Background: an optimization exercise with open tools, aiming at small area, a short achievable clock period and few clock cycles. Do not read the settings as production practice. The RTL was checked by simulation tests, not by an equivalence proof against the original design. No activity file was given, so power comes from the tool's default toggle rates.

Design bdsp_engine, start of the top module:
module bdsp_engine (
    input             clk,
    input             rst,
    input             bus_valid,
    input             bus_write,
    input      [18:0] bus_addr,
    input      [31:0] bus_wdata,
    output reg        bus_rvalid,
    output reg [31:0] bus_rdata,
    output reg        bus_err,
    output            irq
);
  localparam W      = 16;
  localparam NMAX   = 16;
  localparam MMAX   = 8;
  localparam LMAX   = 32;
  localparam RT_CTX = 2;
  localparam YMAX   = NMAX + MMAX - 1;
  localparam [31:0] ID_VAL  = 32'h4649_5231;
  localparam [31:0] CFG_VAL = {11'd0, 5'd2, 2'd0, 6'd16, 7'd0, 1'b0};
  localparam [3:0] E_OPCODE = 4'd1, E_RSVD = 4'd2, E_CTX = 4'd3, E_ARG = 4'd4,
                   E_CAP = 4'd5, E_NOCTX = 4'd6;
  localparam [2:0] S_IDLE = 3'd0, S_CHK = 3'd1, S_BLK1 = 3'd2, S_BLK2 = 3'd3, S_RUN = 3'd4,
                   S_BLK0 = 3'd5;
  reg  [W-1:0] xmem [0:NMAX-1];
  reg  [W-1:0] hmem [0:MMAX-1];
  reg  [W-1:0] ymem [0:YMAX-1];
  reg  [W-1:0] coef [0:2*MMAX-1];      
  reg  [W-1:0] hist [0:2*MMAX-1];      
  reg  [3:0]   ctx_m [0:RT_CTX-1];
  reg  [RT_CTX-1:0] ctx_valid;
  reg  [18:0]  q_run [0:RT_CTX-1];
  reg  [19:0]  q_dmax [0:RT_CTX-1];    
  reg  [19:0]  q_dmin [0:RT_CTX-1];    
  reg          q_ovf [0:RT_CTX-1];
  reg          irq_en;
  reg          st_busy, st_done, st_err, st_ovf, st_wbusy;
  ...
For scale: ~11000 cells after synthesis, ~2100 flip-flops, roughly 90 I/O pins.
clock: 14.0 ns
lec_check: 0
cap_margin: 20
core_margin: 2
core_utilization: 30
cts_cluster_diameter: 110
cts_cluster_size: 22
slew_margin: 20
standard.sh (not shown) runs the stock make flow with config.mk's settings and CLKGATE_MAP_FILE= SYNTH_SCRIPT=/design/flow/synth_recipe.tcl, a recipe that flattens the netlist after the stock synthesis.
==> flow/flow/run.sh <==
#!/bin/bash
# The standard ORFS layout (the standard.sh), with a larger setup-repair
# margin: timing repair keeps working until paths are 9 ns shorter than the
# clock period. The clock period, constraints and every other step are the
# standard ones. make's full output goes to flow_make.log.
set -euo pipefail
bash standard.sh SETUP_SLACK_MARGIN=9 finish > flow_make.log 2>&1
The first run ran to the end with no violations.
Testbench counts at the start, summed over its fixed seeds: cycles 22,979.
Then changed:
--- a/flow/flow/run.sh
+++ b/flow/flow/run.sh
@@ -3 +3 @@
-# margin: timing repair keeps working until paths are 9 ns shorter than the
+# margin: timing repair keeps working until paths are 8 ns shorter than the
@@ -7 +7 @@
-bash standard.sh SETUP_SLACK_MARGIN=9 finish > flow_make.log 2>&1
+bash standard.sh SETUP_SLACK_MARGIN=8 finish > flow_make.log 2>&1
--- a/flow/config.mk
+++ b/flow/config.mk
@@ -11,2 +10,0 @@
-export CTS_CLUSTER_DIAMETER = 110
-export CTS_CLUSTER_SIZE = 22
What happened:
- setup slack loses 0.32 ns
- via count falls by about 1.1%
- combinational power shrinks by about 9%
- design area is lower by 1.3%


bdsp_engine again, from the RTL that the note above started with.
export LEC_CHECK = 0
export CAP_MARGIN = 20
export CORE_MARGIN = 2
export CORE_UTILIZATION = 30
export CTS_CLUSTER_DIAMETER = 110
export CTS_CLUSTER_SIZE = 22
export PLACE_DENSITY = 0.75
export SLEW_MARGIN = 20
create_clock -name core_clock -period 14.0 [get_ports {clk}]
==> flow/flow/run.sh <==
#!/bin/bash
# The standard ORFS layout (the standard.sh), with a larger setup-repair
# margin: timing repair keeps working until paths are 8 ns shorter than the
# clock period. The clock period, constraints and every other step are the
# standard ones. make's full output goes to flow_make.log.
set -euo pipefail
bash standard.sh SETUP_SLACK_MARGIN=8 finish > flow_make.log 2>&1
Testbench counts at the start, summed over its fixed seeds: cycles 22,979.
Then changed:
==> flow/flow/run.sh (replaced) <==
#!/bin/bash
# The standard ORFS layout (the standard.sh), with a larger setup-repair
# margin: timing repair keeps working until paths are 8.5 ns shorter than the
# clock period. The clock period, constraints and every other step are the
# standard ones. make's full output goes to flow_make.log.
set -euo pipefail
bash standard.sh SETUP_SLACK_MARGIN=8.5 finish > flow_make.log 2>&1
Settings changed: PLACE_DENSITY 0.75 to default.
Result: Cell count grows by 0.68%. Die area is unchanged. Design area climbs by 2.0%. Sequential share of layout area shrinks by 0.80 points. Worst setup slack gets better by 270 ps. Count of clock-buffer cells in the layout climbs by 1. Via count drops by about 1.4%. Non-clock buffer count is higher by 113.

re-timing with driven ports:
The flow's constraints put no driver on any port. The routed layouts listed below were extracted and timed again, unchanged, in two steps. Step 1 assumes that a clkbuf_16 drives the clock port and a buf_2 every other input. Step 2 moves the port delays by t, midway between the first and last clock arrival at a register: inputs arrive t later, outputs are due t later. That takes back most of the time a late clock gives input paths. Slacks: no drivers / after step 1 / after step 2; pairs: no drivers / after step 1.
run | t, ns | setup WS [ns] | slew at the worst register clock pin (ns)
the first run of note 1 | 0.918 | 8.323 / 8.323 / 7.875 | 0.11 / 0.11
the second run of note 1 | 0.981 | 8.002 / 8.014 / 7.059 | 0.07 / 0.07
the first run of note 2 | 0.899 | 7.990 / 7.949 / 7.049 | 0.10 / 0.10
the second run of note 2 | 0.905 | 8.256 / 8.256 / 7.558 | 0.11 / 0.11
After both steps setup and hold are still met in every run listed. For the second run of note 1, which loses most, drivers alone change the setup slack by +0.012 ns; drivers and shift together by -0.943 ns.
